What follows belongs to an exercise in optimizing a design on an open flow for small area and a short achievable clock period; a production flow would make more cautious choices.
Only simulation tests tie the RTL to the original design; equivalence was not proved.
Power figures rest on the tool's default switching activity, not on a simulated workload.

**design/flow/design.v**
```verilog
module mbot_rx_engine (
    input  wire        clk,
    input  wire        rst,
    input  wire        rx_valid,
    input  wire [7:0]  rx_data,
    output wire        rx_ready,
    input  wire        alloc_valid,
    input  wire [7:0]  alloc_handle,
    output wire [7:0]  alloc_index,
    input  wire        discard_all,
    output reg         cb_valid,
    input  wire        cb_ready,
    output reg         cb_first,
    output reg  [7:0]  cb_handle,
    output reg  [1:0]  cb_kind,
    output reg  [31:0] cb_value,
    output reg  [7:0]  cb_len,
    output wire [7:0]  cb_byte
);
    localparam [2:0] S_PREFIX_A = 3'd0,
                     S_PREFIX_B = 3'd1,
                     S_INDEX    = 3'd2,
                     S_TYPE     = 3'd3,
                     S_PAYLOAD  = 3'd4,
                     S_SUFFIX_A = 3'd5,
                     S_SUFFIX_B = 3'd6;
    localparam [7:0] TAG_BYTE   = 8'h01,
                     TAG_FLOAT  = 8'h02,
                     TAG_SHORT  = 8'h03,
                     TAG_TEXT   = 8'h04,
                     TAG_DOUBLE = 8'h05,
                     TAG_LONG   = 8'h06;
    localparam [1:0] KIND_INT   = 2'd0,
                     KIND_FLOAT = 2'd1,
                     KIND_TEXT  = 2'd2;
    localparam [7:0] IDX_MIN = 8'd2,
                     IDX_MAX = 8'd254;
    reg [2:0] rxs;
    reg [7:0] rx_index;
    reg [7:0] rx_type;
    reg [7:0] rx_remaining;
    reg       rx_lenpending;
    reg [7:0] pbuf [0:255];
    reg [7:0] pbuf_len;
    reg [7:0] cursor;
    reg [255:0] tbl_valid;
    reg [7:0] tbl_handle [0:255];
    assign rx_ready    = !cb_valid;
    assign alloc_index = cursor;
    wire rx_fire = rx_valid && rx_ready;
    wire known_tag = (rx_data == TAG_BYTE)   || (rx_data == TAG_FLOAT) ||
                     (rx_data == TAG_SHORT)  || (rx_data == TAG_TEXT)  ||
                     (rx_data == TAG_DOUBLE) || (rx_data == TAG_LONG);
    reg [7:0] type_len;
    always @(*) begin
        case (rx_data)
            TAG_BYTE:  type_len = 8'd1;
            TAG_SHORT: type_len = 8'd2;
            TAG_TEXT:  type_len = 8'd1;    
            default:   type_len = 8'd4;    
        endcase
    end
    wire frame_done = rx_fire && (rxs == S_SUFFIX_B) && (rx_data == 8'h0A);
    wire frame_hit  = frame_done && tbl_valid[rx_index];
    always @(posedge clk) begin
        if (rst) begin
            rxs <= S_PREFIX_A;
        end else if (rx_fire) begin
            case (rxs)
                S_PREFIX_A: if (rx_data == 8'hFF) rxs <= S_PREFIX_B;
                S_PREFIX_B: rxs <= (rx_data == 8'h55) ? S_INDEX : S_PREFIX_A;
                S_INDEX: begin
                    rx_index <= rx_data;
                    rxs      <= S_TYPE;
                end
                S_TYPE: begin
                    if (known_tag) begin
                        rx_type       <= rx_data;
                        pbuf_len      <= 8'd0;
                        rx_remaining  <= type_len;
                        rx_lenpending <= (rx_data == TAG_TEXT);
                        rxs           <= S_PAYLOAD;
                    end else begin
                        rxs <= S_PREFIX_A;
                    end
                end
                S_PAYLOAD: begin
                    if (rx_lenpending) begin
                        rx_remaining  <= rx_data;
                        rx_lenpending <= 1'b0;
                        if (rx_data == 8'd0) rxs <= S_SUFFIX_A;
                    end else begin
                        pbuf[pbuf_len] <= rx_data;
                        pbuf_len       <= pbuf_len + 8'd1;
                        rx_remaining   <= rx_remaining - 8'd1;
                        if (rx_remaining == 8'd1) rxs <= S_SUFFIX_A;
                    end
                end
                S_SUFFIX_A: rxs <= (rx_data == 8'h0D) ? S_SUFFIX_B : S_PREFIX_A;
                S_SUFFIX_B: rxs <= S_PREFIX_A;
                default:    rxs <= S_PREFIX_A;
            endcase
        end
    end
    reg [1:0]  dec_kind;
    reg [31:0] dec_value;
    reg [7:0]  dec_len;
    always @(*) begin
        dec_kind  = KIND_INT;
        dec_value = 32'd0;
        dec_len   = 8'd0;
        case (rx_type)
            TAG_BYTE:  dec_value = {24'd0, pbuf[0]};
            TAG_SHORT: dec_value = {16'd0, pbuf[1], pbuf[0]};
            TAG_LONG:  dec_value = {pbuf[3], pbuf[2], pbuf[1], pbuf[0]};
            TAG_FLOAT, TAG_DOUBLE: begin
                dec_kind  = KIND_FLOAT;
                dec_value = {pbuf[3], pbuf[2], pbuf[1], pbuf[0]};
            end
            default: begin
                dec_kind = KIND_TEXT;
                dec_len  = pbuf_len;
            end
        endcase
    end
    reg [7:0] rd_ptr;    
    assign cb_byte = pbuf[rd_ptr];
    always @(posedge clk) begin
        if (rst) begin
            cb_valid <= 1'b0;
        end else if (frame_hit) begin
            cb_valid  <= 1'b1;
            cb_first  <= 1'b1;
            cb_handle <= tbl_handle[rx_index];
            cb_kind   <= dec_kind;
            cb_value  <= dec_value;
            cb_len    <= dec_len;
            rd_ptr    <= 8'd0;
        end else if (cb_valid && cb_ready) begin
            if (cb_first) begin
                cb_first <= 1'b0;
                if (cb_kind != KIND_TEXT || cb_len == 8'd0)
                    cb_valid <= 1'b0;
            end else begin
                rd_ptr <= rd_ptr + 8'd1;
                if (rd_ptr == cb_len - 8'd1)
                    cb_valid <= 1'b0;
            end
        end
    end
    always @(posedge clk) begin
        if (rst)
            cursor <= IDX_MIN;
        else if (alloc_valid)
            cursor <= (cursor == IDX_MAX) ? IDX_MIN : cursor + 8'd1;
    end
    always @(posedge clk)
        if (alloc_valid)
            tbl_handle[cursor] <= alloc_handle;
    integer i;
    always @(posedge clk) begin
        for (i = 0; i < 256; i = i + 1) begin
            if (rst)
                tbl_valid[i] <= 1'b0;
            else if (alloc_valid && cursor == i[7:0])
                tbl_valid[i] <= 1'b1;
            else if (discard_all || (frame_done && rx_index == i[7:0]))
                tbl_valid[i] <= 1'b0;
        end
    end
endmodule
```
**design/flow/run.sh**
```bash
#!/bin/bash
# synth_recipe.tcl (not shown) runs the flow's synth.tcl, then flattens the netlist and writes it again
# the make line also repeats each setting of config.mk as NAME=value (left out here)
make -C /OpenROAD-flow-scripts/flow DESIGN_CONFIG=/design/flow/config.mk WORK_HOME=/design/flow/orfs CLKGATE_MAP_FILE= SYNTH_SCRIPT=/design/flow/synth_recipe.tcl finish
```
**design/flow/config.mk**
```make
export PLATFORM = sky130hd
export DESIGN_NAME = mbot_rx_engine
export DESIGN_NICKNAME = mbot_rx_engine
export VERILOG_FILES = /design/flow/design.v
export SDC_FILE = /design/flow/constraint.sdc
export NUM_CORES = 4
export LEC_CHECK = 0
export CAP_MARGIN = 20
export CORE_MARGIN = 2
export CORE_UTILIZATION = 30
export SLEW_MARGIN = 20
```
**design/flow/constraint.sdc**
```tcl
create_clock -name core_clock -period 6.5 [get_ports {clk}]
set_input_delay 1.3000 -clock core_clock [delete_from_list [all_inputs] [get_ports {clk}]]
set_output_delay 1.3000 -clock core_clock [all_outputs]
set_load 0.01 [all_outputs]
```
==> impl_results.md <==
* Clock latency on the worst-skew pair at 1.03 ns
* Post-route DRC at 0
* Flops & latches, synth at around 4500
* Number of nets in the finished design at about 8700
* Post-Synthesis Net Count at between 8000 and 9000
* Number of max-cap violations at 0
* Die width at between 700 and 800 um
* Skew final at about 0.080 ns
* Kind of end point of the critical path: output pin
* CP max FO at 52
* Total iterations of the first detailed-routing run at 6
* Leakage dissipation at approximately 63 nW
* Overall die height at about 770 um
* Count of vias placed by the detailed router at between 80000 and 90000
* Synth warnings at 1
* Number of synthesized flops with an enable pin at around 4200
* Type of the worst setup path: flip-flop to output pin
* Initial antenna violation count at 21
* Wirelength per Cell at between 20 and 30 um
* Detailed Route Iter0 Violations at roughly 11000
* Most frequent cell on the critical path: mux4_2
* Placed cell count at roughly 16000
* Die ar. at slightly below 600000 sq um
* Global routing usage summed across all routing layers at ~15%
* CP max stage cell: dfxtp_4
* Relative area change from synthesis to final layout at 14.5%
* Family with the most delay on the worst path: multiplexers
* Arrival time of data at the critical path endpoint at between 4 and 5 ns
* Synthesized area per cell at around 21 sq um
* Sequential area share after synthesis at approximately three quarters
* Data required time of the worst path at around 5.2 ns
* CTS tree: built
* Netlist Area Pre-Place at approximately 170000 sq um
* Minimum clock period at roughly 6.3 ns
* Post-detailed-route count of antenna-violating nets at 0
* IR Drop Worst-Case VDD at between 0.3 and 0.4 mV
* Post-route insts no fill at roughly 17000
* Total routed wirelength at around 460 mm
* Total negative setup slack at 0 ns
* Global placement routability congestion at 0.876
* Status: timing/DRC/antenna clean
* Netlist cell types at 64
* Peak clock frequency supported by timing at about 160 MHz
* Number of pins exceeding their max-slew limit in the final report at 0
* Setup repair after global routing missed its margin: false
* Number of global-route vias before repair at around 90000
* Clock-pin slew of the registers on the worst-case setup and hold paths at 0.06 ns
* Number of I/O port buffers at 90
* First-pass GRT wire length at around 650 mm
* Worst slew slack as a fraction of its limit at ~13%
* Layout cells sized above 1 at 26.6%
* Final worst path period share at 96.8%
* Number of filler instances in the final layout at ~53000
* Critical path buffers and inverters at 3
* Vias per cell at about 5.2
* Number of clock sinks at around 4500
* Main synth FF type: edfxtp_1
* CP Cell Sequence: buf_12 > buf_12 > mux4_2 > mux4_2 > mux4_2 > a22oi_1 > nand2_1 > clkdlybuf4s50_1
* Worst hold path type: flip-flop to flip-flop
* Master cell of the clock root buffer: clkbuf_16
* Number of placement rows at 280
* Initial Util at 30.1%
* Smallest hold slack at a little over 0.5 ns
* Post-synth ARST share at 0%
* Power density over the cells at roughly 280 nW/um^2
* Cells after Synth at 8335
* Largest stage delay, worst path at about 0.66 ns
* Core ar. at 581000 sq um
* Detailed placement HPWL at approximately 290 mm
* Number of buffers added by the clock tree synthesis step at 416
* Number of hold violations in the final report at 0
* Leftover overflow at the end of global routing at 0
* H-tree depth at 5
* Maximum buffer depth of the clock tree at 4
* Pin slew with the least headroom to its limit at approximately 1.3 ns
* Startpoint type of the worst setup path: flip-flop
* Number of top-level design ports at just over 90
* Final Setup Violations at 0
* Fin util at 34.5%
* Maximum number of pins on one net before global-route repair at 210
==> final timing paths <==
check	start	to	slack [ns]	cells past startpoint
worst max-delay path	flip-flop	cb_byte[4]	0.21	8
worst min register to register	tbl_valid[91]$_SDFFE_PP0P_	tbl_valid[91]$_SDFFE_PP0P_	0.50	2
worst min-delay path	tbl_valid[91]$_SDFFE_PP0P_	tbl_valid[91]$_SDFFE_PP0P_	0.50	2
worst max register to register	rx_index[0]$_DFFE_PP_	rd_ptr[5]$_SDFFCE_PP0P_	1.51	9
==> per-stage QoR <==
stage	worst slack [ns]	instance area [sq um]	power (W)
finish	0.210	200000	0.0564
global route	0.0265	200000	0.0580
CTS	0.130	200000	0.0568
detailed placement	0.848	187000	0.0327
global placement	0.834	187000	0.0327
floorplan	1.07	175000	0.0321
==> cells in the final DEF, fill, tap and decap left out, types with 73 or more instances in the layout <==
| cell | count |
|---|---|
| buf_4 | 337 |
| clkinv_1 | 79 |
| a21oi_1 | 283 |
| o211ai_1 | 254 |
| clkbuf_1 | 105 |
| clkdlybuf4s50_1 | 73 |
| dfxtp_1 | 270 |
| edfxtp_1 | 4188 |
| nand2_1 | 373 |
| mux4_2 | 1382 |
| inv_1 | 283 |
| nor2_1 | 336 |
| clkbuf_16 | 424 |
==> kinds of logic after synthesis <==
kind of cell	count (synthesis)	share of synthesized area, %
simple gates	956	2.37
compound gates	650	2.38
mux	1407	18.0
xor+xnor	33	0.165
flops	4464	75.1
buf+inv	813	1.94
fa+ha+maj	12	0.0859
==> report_power, final <==
part           switching (W)  leakage [nW]  internal (W)
registers          0.0000133          39.9        0.0314
logic               0.000596          16.1     0.0000946
clock network         0.0108          6.53        0.0135
==> cells in the mapped netlist (all sizes together), types with 8 or more instances <==
master	n	area share (%)
a21oi	283	0.81
a22oi	29	0.12
a31oi	15	0.054
and2	59	0.21
and3	14	0.050
buf	221	0.67
clkbuf	309	0.66
dfxtp	276	3.2
edfxtp	4188	72
ha	12	0.086
inv	283	0.61
mux2i	14	0.080
mux4	1387	18
nand2	374	0.80
nand2b	13	0.047
nand3	41	0.12
nand4	12	0.043
nor2	343	0.74
nor2b	38	0.14
nor3	21	0.060
nor4	10	0.036
o211ai	254	1.1
o21ai	19	0.054
xnor2	25	0.13
xor2	8	0.040
==> metal layers <==
| layer | GRT usage [%] | wire (um) | part of all wire (%) |
|---|---|---|---|
| met1 | 20.3 | 184000 | 40 |
| met4 | 5.21 | 17100 | 3.7 |
| met2 | 24.2 | 217000 | 47 |
| met3 | 3.16 | 38600 | 8.4 |
| met5 | 0 | 121 | 0.026 |
==> worst register-to-register path: stages (launching register included) <==
cell and delay, ns:
edfxtp_1 0.87, buf_4 0.42, mux4_1 0.65, mux4_2 0.53, or2_2 0.30, o2111ai_1 0.19, o2111a_1 0.44, or3_1 0.76
inv_1 0.47, nor2_1 0.22
==> area by class of cell <==
type | count | area, sq um | share of cell area (%)
sequential | 4464 | 131000 | 65.6
multi-input combinational | 3058 | 40300 | 20.1
clock buffer | 540 | 11100 | 5.56
tap | 7755 | 9700 | 4.84
timing repair buffer | 469 | 4350 | 2.17
clock inverter | 226 | 2380 | 1.19
inverter | 283 | 1070 | 0.537
antenna | 5 | 12.5 | 0.00625
==> flip-flops by register name, indices dropped and copies added (netlist names), 32 cells and up, named ones only <==
name / cells
tbl_handle: 2048
pbuf: 2048
cb_value: 32
tbl_valid: 256
==> repair_timing <==
item	CTS	global route
buffers inserted	3	0
hold buffers	0	0
gates resized for setup	3	0
setup endpoints to repair	5	0

[static timing again, ports no longer ideal]
Ports are ideal in the flow. The routed layout listed here was re-timed in OpenROAD.
Step 1 assumes that a clkbuf_16 drives the clock port and a buf_2 every other input.
Step 2 moves the port delays by t, midway between the first and last clock arrival at a register: inputs arrive t later, outputs are due t later. That takes back most of the time a late clock gives input paths.
a / b / c = no drivers / after step 1 / after step 2; a / b = the first two.
t, ns: 1.114
setup WS [ns]: 0.210 / 0.085 / 1.122
worst setup path at the end: input to register
After both steps this run still meets setup and hold. The setup slack of this run moves by -0.125 ns with the drivers and by +0.912 ns with both steps.
